From an optimization exercise on the open Yosys and OpenROAD flow, aimed at small area, a short achievable clock period and few clock cycles; shortcuts taken in it are not production practice. The RTL was checked by simulation tests, not by an equivalence proof against the original design.

<file path="design/flow/design.v">
module perm_table (
    input  wire [7:0] addr,
    output wire [7:0] data
);
    reg [7:0] rom [0:255];
    initial $readmemh("perm_table.hex", rom);
    assign data = rom[addr];
endmodule
module ck_mix (
    input  wire [31:0] h,
    input  wire [31:0] c,
    input  wire [31:0] n,
    output wire [31:0] m
);
    localparam [31:0] CK_MOD = 32'd104851;
    wire [31:0] sum  = c + n;
    wire [31:0] diff = c - n;
    wire [31:0] prod = (h * sum) * diff;
    wire [31:0] p    = prod % CK_MOD;
    wire [7:0] t1, t2, t3, t4;
    perm_table u_t1 (.addr(h[7:0] ^ c[7:0]),  .data(t1));
    perm_table u_t2 (.addr(h[15:8] ^ n[7:0]), .data(t2));
    perm_table u_t3 (.addr(p[7:0]),           .data(t3));
    perm_table u_t4 (.addr(c[7:0] ^ n[7:0]),  .data(t4));
    wire [31:0] s1 = {24'd0, t1};
    wire [31:0] s2 = {24'd0, t2};
    wire [31:0] s3 = {24'd0, t3};
    wire [31:0] s4 = h ^ {24'd0, t4};
    assign m = {s1[7:0], s1[31:8]} ^ {s2[15:0], s2[31:16]}
             ^ {s3[23:0], s3[31:24]} ^ s4;
endmodule
module custom_checksum_engine (
    input  wire [31:0] c1,
    input  wire [31:0] c2,
    input  wire [7:0]  b,
    input  wire [31:0] i,
    output wire [31:0] c1_next,
    output wire [31:0] c2_next
);
    wire [31:0] b32 = {24'd0, b};
    wire [31:0] m1, m2;
    ck_mix u_mix1 (.h(c1 ^ c2), .c(b32 + i), .n(i), .m(m1));
    assign c1_next = {c1[24:0], c1[31:25]} ^ m1;
    ck_mix u_mix2 (.h(c1_next + c2), .c(b32 ^ i), .n(b32), .m(m2));
    assign c2_next = {c2[22:0], c2[31:23]} ^ m2;
endmodule
module jenkins_checksum_engine (
    input  wire [31:0] h,
    input  wire [7:0]  b,
    input  wire [31:0] len,
    output wire [31:0] h_byte,    
    output wire [31:0] h_final    
);
    wire [31:0] a1 = h + ({24'd0, b} ^ len);
    wire [31:0] a2 = a1 + (a1 << 10);
    assign h_byte = a2 ^ (a2 >> 6);
    wire [31:0] f1 = h + (h << 3);
    wire [31:0] f2 = f1 ^ ((f1 >> 11) + len);
    assign h_final = f2 + (f2 << 15);
endmodule
module fnv_checksum_engine (
    input  wire [63:0] hv,
    input  wire [7:0]  b,
    output wire [63:0] hv_next
);
    localparam [63:0] FNV_PRIME = 64'h00000100000001b3;
    wire [63:0] b64 = {56'd0, b};
    wire [63:0] s1  = hv + ((b64 << 11) | (b64 << 31) | (b64 << 53));
    wire [63:0] s2  = s1 ^ (b64 | (b64 << 23) | (b64 << 43));
    assign hv_next = s2 * FNV_PRIME;
endmodule
module hash_result_folder (
    input  wire [63:0] x,
    input  wire [1:0]  wsel,
    input  wire        fold,
    output reg  [63:0] result
);
    wire [31:0] x32 = fold ? (x[63:32] ^ x[31:0]) : x[31:0];
    wire [15:0] x16 = x32[31:16] ^ x32[15:0];
    always @(*) begin
        case (wsel)
            2'd1:    result = {{48{x16[15]}}, x16};
            2'd2:    result = {{32{x32[31]}}, x32};
            default: result = x;
        endcase
    end
endmodule
module permutation_table_rom (
    input  wire        clk,
    input  wire        rst,           
    input  wire        host_we,
    input  wire [1:0]  host_addr,
    input  wire [15:0] host_wdata,
    output wire [1:0]  state,
    output wire [1:0]  ecode,
    output wire [63:0] result,
    output wire [15:0] arg_rd,
    output wire [15:0] cmd_rd,
    output wire        mem_req,
    output wire [15:0] mem_addr,
    input  wire        mem_gnt,
    input  wire [7:0]  mem_rdata
);
    localparam [1:0] S_IDLE = 2'd0, S_BUSY = 2'd1, S_DONE = 2'd2, S_ERROR = 2'd3;
    localparam [1:0] A_CK = 2'd0, A_JK = 2'd1, A_FN = 2'd2, A_TL = 2'd3;
    localparam [1:0] E_NONE = 2'd0, E_RESERVED = 2'd1, E_BUSY = 2'd2;
    localparam [31:0] CK_SEED1  = 32'hfab1c0e1;
    localparam [31:0] CK_SEED2  = 32'hca140be5;
    localparam [63:0] FNV_BASIS = 64'hcbf29ce484222325;
    localparam [31:0] JK_RESEED = 32'h1234abcd;
    localparam [15:0] JK_NULL16 = 16'h3c29;
    localparam [31:0] JK_NULL32 = 32'h3b9aca07;
    localparam [63:0] JK_NULL64 = 64'h0de0b6b3a7640003;
    reg [1:0]  state_q;
    reg [1:0]  ecode_q;
    reg [15:0] arg_q;
    reg [15:0] cmd_q;
    reg [63:0] result_q;
    reg [15:0] len_q;    
    reg [15:0] idx_q;
    reg [1:0]  alg_q;
    reg [1:0]  wsel_q;
    reg        pass_q;
    reg [31:0] c1_q, c2_q;
    reg [31:0] h_q, h1l_q;
    reg [63:0] hv_q;
    assign state  = state_q;
    assign ecode  = ecode_q;
    assign result = result_q;
    assign arg_rd = arg_q;
    assign cmd_rd = cmd_q;
    wire [15:0] w       = host_wdata;
    wire [1:0]  w_asel  = w[1:0];
    wire [1:0]  w_wsel  = w[3:2];
    wire        w_abs   = w[4];
    wire [7:0]  w_idx8  = w[15:8];
    wire        w_hash  = (w[7:5] == 3'd0) && (w_asel != A_TL) && (w_wsel != 2'd0) && (w_idx8 == 8'd0);
    wire        w_tlkup = (w[7:5] == 3'd0) && (w_asel == A_TL) && (w_wsel == 2'd0) && !w_abs;
    wire        w_legal = w_hash || w_tlkup;
    wire [7:0] tl_data;
    perm_table u_tlkup (.addr(w_idx8), .data(tl_data));
    reg [63:0] absent_result;
    always @(*) begin
        absent_result = 64'd0;
        if (w_asel == A_JK) begin
            case (w_wsel)
                2'd1:    absent_result = {48'd0, JK_NULL16};
                2'd2:    absent_result = {32'd0, JK_NULL32};
                default: absent_result = JK_NULL64;
            endcase
        end
    end
    wire busy     = (state_q == S_BUSY);
    wire at_end   = (idx_q == len_q);
    wire step     = busy && !at_end && mem_gnt;
    assign mem_req  = busy && !at_end;
    assign mem_addr = idx_q;
    wire [31:0] c1_next, c2_next;
    custom_checksum_engine u_ck (
        .c1(c1_q), .c2(c2_q), .b(mem_rdata), .i({16'd0, idx_q}),
        .c1_next(c1_next), .c2_next(c2_next)
    );
    wire [31:0] jk_byte, jk_final;
    jenkins_checksum_engine u_jk (
        .h(h_q), .b(mem_rdata), .len({16'd0, len_q}),
        .h_byte(jk_byte), .h_final(jk_final)
    );
    wire [63:0] hv_next;
    fnv_checksum_engine u_fn (.hv(hv_q), .b(mem_rdata), .hv_next(hv_next));
    reg [63:0] wide;
    always @(*) begin
        case (alg_q)
            A_CK:    wide = {c1_q, c2_q};
            A_FN:    wide = hv_q;
            default: begin
                if (wsel_q != 2'd3) wide = {32'd0, jk_final};
                else if (pass_q)    wide = {h1l_q, jk_final};
                else                wide = {jk_final, 32'd0};    
            end
        endcase
    end
    wire [63:0] folded;
    hash_result_folder u_fold (
        .x(wide), .wsel(wsel_q), .fold(alg_q != A_JK), .result(folded)
    );
    wire jk64_reseed = (alg_q == A_JK) && (wsel_q == 2'd3) && !pass_q && (len_q != 16'd0);
    always @(posedge clk) begin
        if (rst) begin
            state_q <= S_IDLE;
            ecode_q <= E_NONE;
            arg_q   <= 16'd0;
            cmd_q   <= 16'd0;
        end else if (busy) begin
            if (host_we && (host_addr == 2'd0 || host_addr == 2'd1)) begin
                state_q <= S_ERROR;
                ecode_q <= E_BUSY;
            end else if (!at_end) begin
                if (step) begin
                    case (alg_q)
                        A_CK: begin
                            c1_q <= c1_next;
                            c2_q <= c2_next;
                        end
                        A_JK:    h_q  <= jk_byte;
                        default: hv_q <= hv_next;
                    endcase
                    idx_q <= idx_q + 16'd1;
                end
            end else if (jk64_reseed) begin
                h1l_q  <= jk_final;
                h_q    <= jk_final ^ JK_RESEED;
                idx_q  <= 16'd0;
                pass_q <= 1'b1;
            end else begin
                result_q <= folded;
                state_q  <= S_DONE;
            end
        end else if (state_q != S_ERROR && host_we) begin
            if (host_addr == 2'd0) begin
                arg_q <= host_wdata;
            end else if (host_addr == 2'd1) begin
                cmd_q <= w;
                if (!w_legal) begin
                    state_q <= S_ERROR;
                    ecode_q <= E_RESERVED;
                end else if (w_tlkup) begin
                    result_q <= {56'd0, tl_data};
                    state_q  <= S_DONE;
                end else if (w_abs) begin
                    result_q <= absent_result;
                    state_q  <= S_DONE;
                end else begin
                    len_q   <= arg_q;
                    idx_q   <= 16'd0;
                    alg_q   <= w_asel;
                    wsel_q  <= w_wsel;
                    pass_q  <= 1'b0;
                    c1_q    <= CK_SEED1;
                    c2_q    <= CK_SEED2;
                    h_q     <= 32'd0;
                    hv_q    <= FNV_BASIS;
                    state_q <= S_BUSY;
                end
            end
        end
    end
endmodule
</file>
<file path="design/flow/perm_table.hex">
0d
b4
5b
02
a9
50
f7
9e
45
ec
93
3a
e1
88
2f
d6
7d
24
cb
72
19
c0
67
0e
b5
5c
03
aa
51
f8
9f
46
ed
94
3b
e2
89
30
d7
7e
25
cc
73
1a
c1
68
0f
b6
5d
04
ab
52
f9
a0
47
ee
95
3c
e3
8a
31
d8
7f
26
cd
74
1b
c2
69
10
b7
5e
05
ac
53
fa
a1
48
ef
96
3d
e4
8b
32
d9
80
27
ce
75
1c
c3
6a
11
b8
5f
06
ad
54
fb
a2
49
f0
97
3e
e5
8c
33
da
81
28
cf
76
1d
c4
6b
12
b9
60
07
ae
55
fc
a3
4a
f1
98
3f
e6
8d
34
db
82
29
d0
77
1e
c5
6c
13
ba
61
08
af
56
fd
a4
4b
f2
99
40
e7
8e
35
dc
83
2a
d1
78
1f
c6
6d
14
bb
62
09
b0
57
fe
a5
4c
f3
9a
41
e8
8f
36
dd
84
2b
d2
79
20
c7
6e
15
bc
63
0a
b1
58
ff
a6
4d
f4
9b
42
e9
90
37
de
85
2c
d3
7a
21
c8
6f
16
bd
64
0b
b2
59
00
a7
4e
f5
9c
43
ea
91
38
df
86
2d
d4
7b
22
c9
70
17
be
65
0c
b3
5a
01
a8
4f
f6
9d
44
eb
92
39
e0
87
2e
d5
7c
23
ca
71
18
bf
66
</file>
<file path="design/flow/run.sh">
#!/bin/bash
# synth_recipe.tcl (not shown) runs the flow's synth.tcl, then flattens the netlist and writes it again
# the make line also repeats each setting of config.mk as NAME=value (left out here)
make -C /OpenROAD-flow-scripts/flow DESIGN_CONFIG=/design/flow/config.mk WORK_HOME=/design/flow/orfs CLKGATE_MAP_FILE= SYNTH_SCRIPT=/design/flow/synth_recipe.tcl finish
</file>
<file path="design/flow/config.mk">
export PLATFORM = sky130hd
export DESIGN_NAME = permutation_table_rom
export DESIGN_NICKNAME = permutation_table_rom
export VERILOG_FILES = /design/flow/design.v
export SDC_FILE = /design/flow/constraint.sdc
export NUM_CORES = 4
export LEC_CHECK = 0
export CAP_MARGIN = 20
export CORE_MARGIN = 2
export CORE_UTILIZATION = 40
export SLEW_MARGIN = 20
</file>
<file path="design/flow/constraint.sdc">
create_clock -name core_clock -period 110.0 [get_ports {clk}]
set_input_delay 22.0000 -clock core_clock [delete_from_list [all_inputs] [get_ports {clk}]]
set_output_delay 22.0000 -clock core_clock [all_outputs]
set_load 0.01 [all_outputs]
</file>
==> flow_metrics.env <==
export IMPL_dieHeight_microns=574
export IMPL_outcome="complete, no violations"
export IMPL_synth_edf_count=293
export IMPL_fillers=32855
export IMPL_nets=18516
export IMPL_clkSinkCount=329
export IMPL_startpoint_type="primary input"
export IMPL_worst_path_most_repeated_cell="fa_1"
export IMPL_clkLatencyLatePin_ps=640
export IMPL_synth_common_cells="inv_1, fa_1, nor2_1"
export IMPL_grt_max_degree=83
export IMPL_cts_root_buf="clkbuf_16"
export IMPL_synth_nets=18623
export IMPL_critPathMaxFanout=31
export IMPL_die_area_sq_mm=0.330
export IMPL_synthFlopType="edfxtp_1"
export IMPL_wirelength_microns=432000
export IMPL_holdBufCountCts=0
export IMPL_track_usage=0.258
export IMPL_synth_mux_area_frac=0.0251
export IMPL_grt_overflow_total=0
export IMPL_syn_area_sq_mm=0.130
export IMPL_row_count=209
export IMPL_crit_required_ps=110350
export IMPL_grt_pass1_wl_microns=668000
export IMPL_ys_types=197
export IMPL_hold_class="reg -> reg"
export IMPL_fin_worst_skew_ps=27.4
export IMPL_areaGrowthSynthToFinish_pct=6.73
export IMPL_yosysTopAreaCell="fa_1"
export IMPL_setup_viol=0
export IMPL_grt_pass1_vias=111469
export IMPL_synth_top_family_by_area="adder cells"
export IMPL_cts_inserted_buffers=44
export IMPL_cts_tree="done"
export IMPL_initial_core_util=0.402
export IMPL_period_minus_slack_ps=105370
export IMPL_port_buffers=146
export IMPL_worstMarginPinSlew_ps=1260
export IMPL_final_util=0.429
export IMPL_ios=147
export IMPL_antenna_found_initial=8
export IMPL_syn_inst=15799
export IMPL_yosys_area_share_adder=0.369
export IMPL_drcViolationCount=0
export IMPL_cp_slowest_cell="clkdlybuf4s50_1"
export IMPL_endpoint_kind="register"
export IMPL_first_pass_iters=6
export IMPL_clk_pin_slew_worst_paths_ps=60
export IMPL_multi_input_area_sq_mm=0.109
export IMPL_preCtsSetupSlack_ps=-919
export IMPL_drive_above_1_share=0.0800
export IMPL_hold_viol=0
export IMPL_synth_simple_area_share=0.169
export IMPL_seq_area_frac_synth=0.0732
export IMPL_yosysMostFrequentCell="inv_1"
export IMPL_drv_slew=0
export IMPL_async_reset_ff_frac=0
export IMPL_max_clock_path_buffers=3
export IMPL_core_sq_mm=0.324
export IMPL_seq_area_sq_mm=0.00952
export IMPL_criticalPathCategory="in -> reg"
export IMPL_clock_fmax_ghz=0.00949
export IMPL_synth_compound_area_frac=0.163
export IMPL_drv_cap=0
export IMPL_synth_top_cell_area_share=0.265
export IMPL_yosysWarnings=3
export IMPL_wire_per_inst_microns=21.5
export IMPL_syn_avg_cell_area_sq_um=8.23
export IMPL_htree_num_levels=2
export IMPL_vias=112307
export IMPL_synth_area_leaders="fa_1, ha_1, inv_1"
export IMPL_antenna_left=0
export IMPL_arrival_ps=105730
export IMPL_dp_hpwl_microns=348000
export IMPL_min_period_over_period=0.958
export IMPL_rsz0062_at_grt="no"
export IMPL_critPathMaxStageDelay_ps=790
export IMPL_setup_ws_ps=4630
export IMPL_synth_seq_cells=329
export IMPL_dieWidth_microns=574
export IMPL_slew_headroom=0.154
export IMPL_viasPerCell=5.60
export IMPL_place_congestion=0.985
export IMPL_drt_iter0_markers=9697
export IMPL_yosys_area_share_xor_xnor=0.100
==> metal layers <==
metal / vias to the layer above / routed length (microns) / GRT usage
li1: 51700 / - / -
met1: 55685 / 182000 / 0.345
met2: 4057 / 199000 / 0.423
met3: 861 / 30300 / 0.0327
met4: 4 / 20000 / 0.0998
met5: - / 21 / 0
==> sequential cells by signal, indices dropped and copies added (netlist names) <==
| register | flops |
|---|---|
| wsel_q | 2 |
| idx_q | 16 |
| h_q | 32 |
| c2_q | 32 |
| h1l_q | 32 |
| hv_q | 64 |
| pass_q | 1 |
| ecode_q | 2 |
| cmd_q | 16 |
| c1_q | 32 |
| state_q | 2 |
| result_q | 64 |
| len_q | 16 |
| arg_q | 16 |
| alg_q | 2 |
==> cells in the final DEF, fill, tap and decap left out, types with 33 or more instances in the layout <==
cell type / instances
mux2_2: 50
o21ai_1: 58
a31oi_1: 106
xor2_1: 322
clkdlybuf4s50_1: 145
a21o_2: 34
or3_1: 65
buf_4: 380
nand2_1: 1518
a211oi_1: 130
o21bai_1: 120
inv_1: 2449
o31ai_1: 55
fa_1: 1722
o22ai_1: 86
nor3_1: 241
and2_1: 215
or2_2: 124
a21oi_1: 789
nand2b_1: 186
nand4_1: 46
mux2i_1: 216
o221ai_1: 33
o21ai_0: 525
a21o_1: 150
nor2_1: 1649
a221oi_1: 55
nor2b_1: 108
dfxtp_1: 36
nand3_1: 210
and3_1: 56
clkbuf_16: 47
o211ai_1: 81
ha_1: 1070
nor4_1: 44
xnor2_2: 73
o21a_1: 131
xnor2_1: 961
edfxtp_1: 293
==> worst max-delay path: cells and delay by family <==
kind,cells,cell delay [ps]
AO/OA/AOI/OAI,111,33460
XOR/XNOR,23,7190
buffers and inverters,30,4970
adder cells (fa/ha/maj),41,19800
multiplexers,13,4620
AND/OR/NAND/NOR,45,13420
==> repair_timing <==
item,4_1_cts,5_1_grt
gates resized for setup,6,66
gates cloned,1,1
buffers inserted,0,28
setup endpoints to repair,5,8
pin swaps,1,8
==> logic make-up (layout without fill, tap and decap cells) <==
group,after synthesis,after routing
muxes,298,298
DFF,329,329
buffers and inverters,3146,3072
other,0,1
adders and majority gates,2806,2806
AOI/OAI and AO/OA,3030,3032
and+or+nand+nor,4764,4764
xor gates and xnor gates,1426,1426
==> area by class of cell <==
type	instances	area share
well taps	4325	0.0390
clock buffers	53	0.00878
diodes	1	0.0000180
clock inverters	28	0.00212
repair buffers	528	0.0312
inverters	2463	0.0666
multi-input cells	12326	0.784
flip-flops and latches	329	0.0686
==> path summary, 6_finish.rpt <==
path          endpoint    startpoint  cells past startpoint  slack [ps]
max           c2_q[15]  mem_rdata[0]                    263        4630
max reg2reg   c2_q[15]      idx_q[2]                    261       26260
min reg2reg  cmd_q[13]     cmd_q[13]                      2         450
min          cmd_q[13]     cmd_q[13]                      2         450
==> metrics by stage <==
| stage | hold WS (ps) | setup TNS (ps) | cell area [sq um] | instances |
|---|---|---|---|---|
| after global placement | 442 | 0 | 136000 | 19940 |
| after CTS | 455 | 0 | 138000 | 20023 |
| after global routing | 474 | 0 | 139000 | 20052 |
| after floorplan | 481 | 0 | 130000 | 15799 |
| final | 454 | 0 | 139000 | 20053 |
| after detailed placement | 447 | -3190 | 137000 | 19941 |
Testbench counts, summed over its fixed seeds: cycles 48,337.

-- what the ideal ports hide --
Ports are ideal in the flow. The routed layout listed here was re-timed in OpenROAD.
Step 1: set_driving_cell puts a clkbuf_16 on clk and a buf_2 on each other input, an assumption about the parent block.
Step 2 times the ports against the registers' clock, not the clock port: input delays grow and output delays shrink by t, the midpoint of the rising clock arrivals with the driver on.
a / b / c = ideal / step 1 / step 2; a / b = the first two.
shift t [ns]: 0.708
slack for setup (ns): 4.627 / 4.685 / 3.976
hold WS [ns]: 0.454 / 0.454 / 0.454
worst register clock-pin slew, ns: 0.07 / 0.07
After both steps this run still meets setup and hold. For this run, drivers alone change the setup slack by +0.058 ns; drivers and shift together by -0.651 ns.
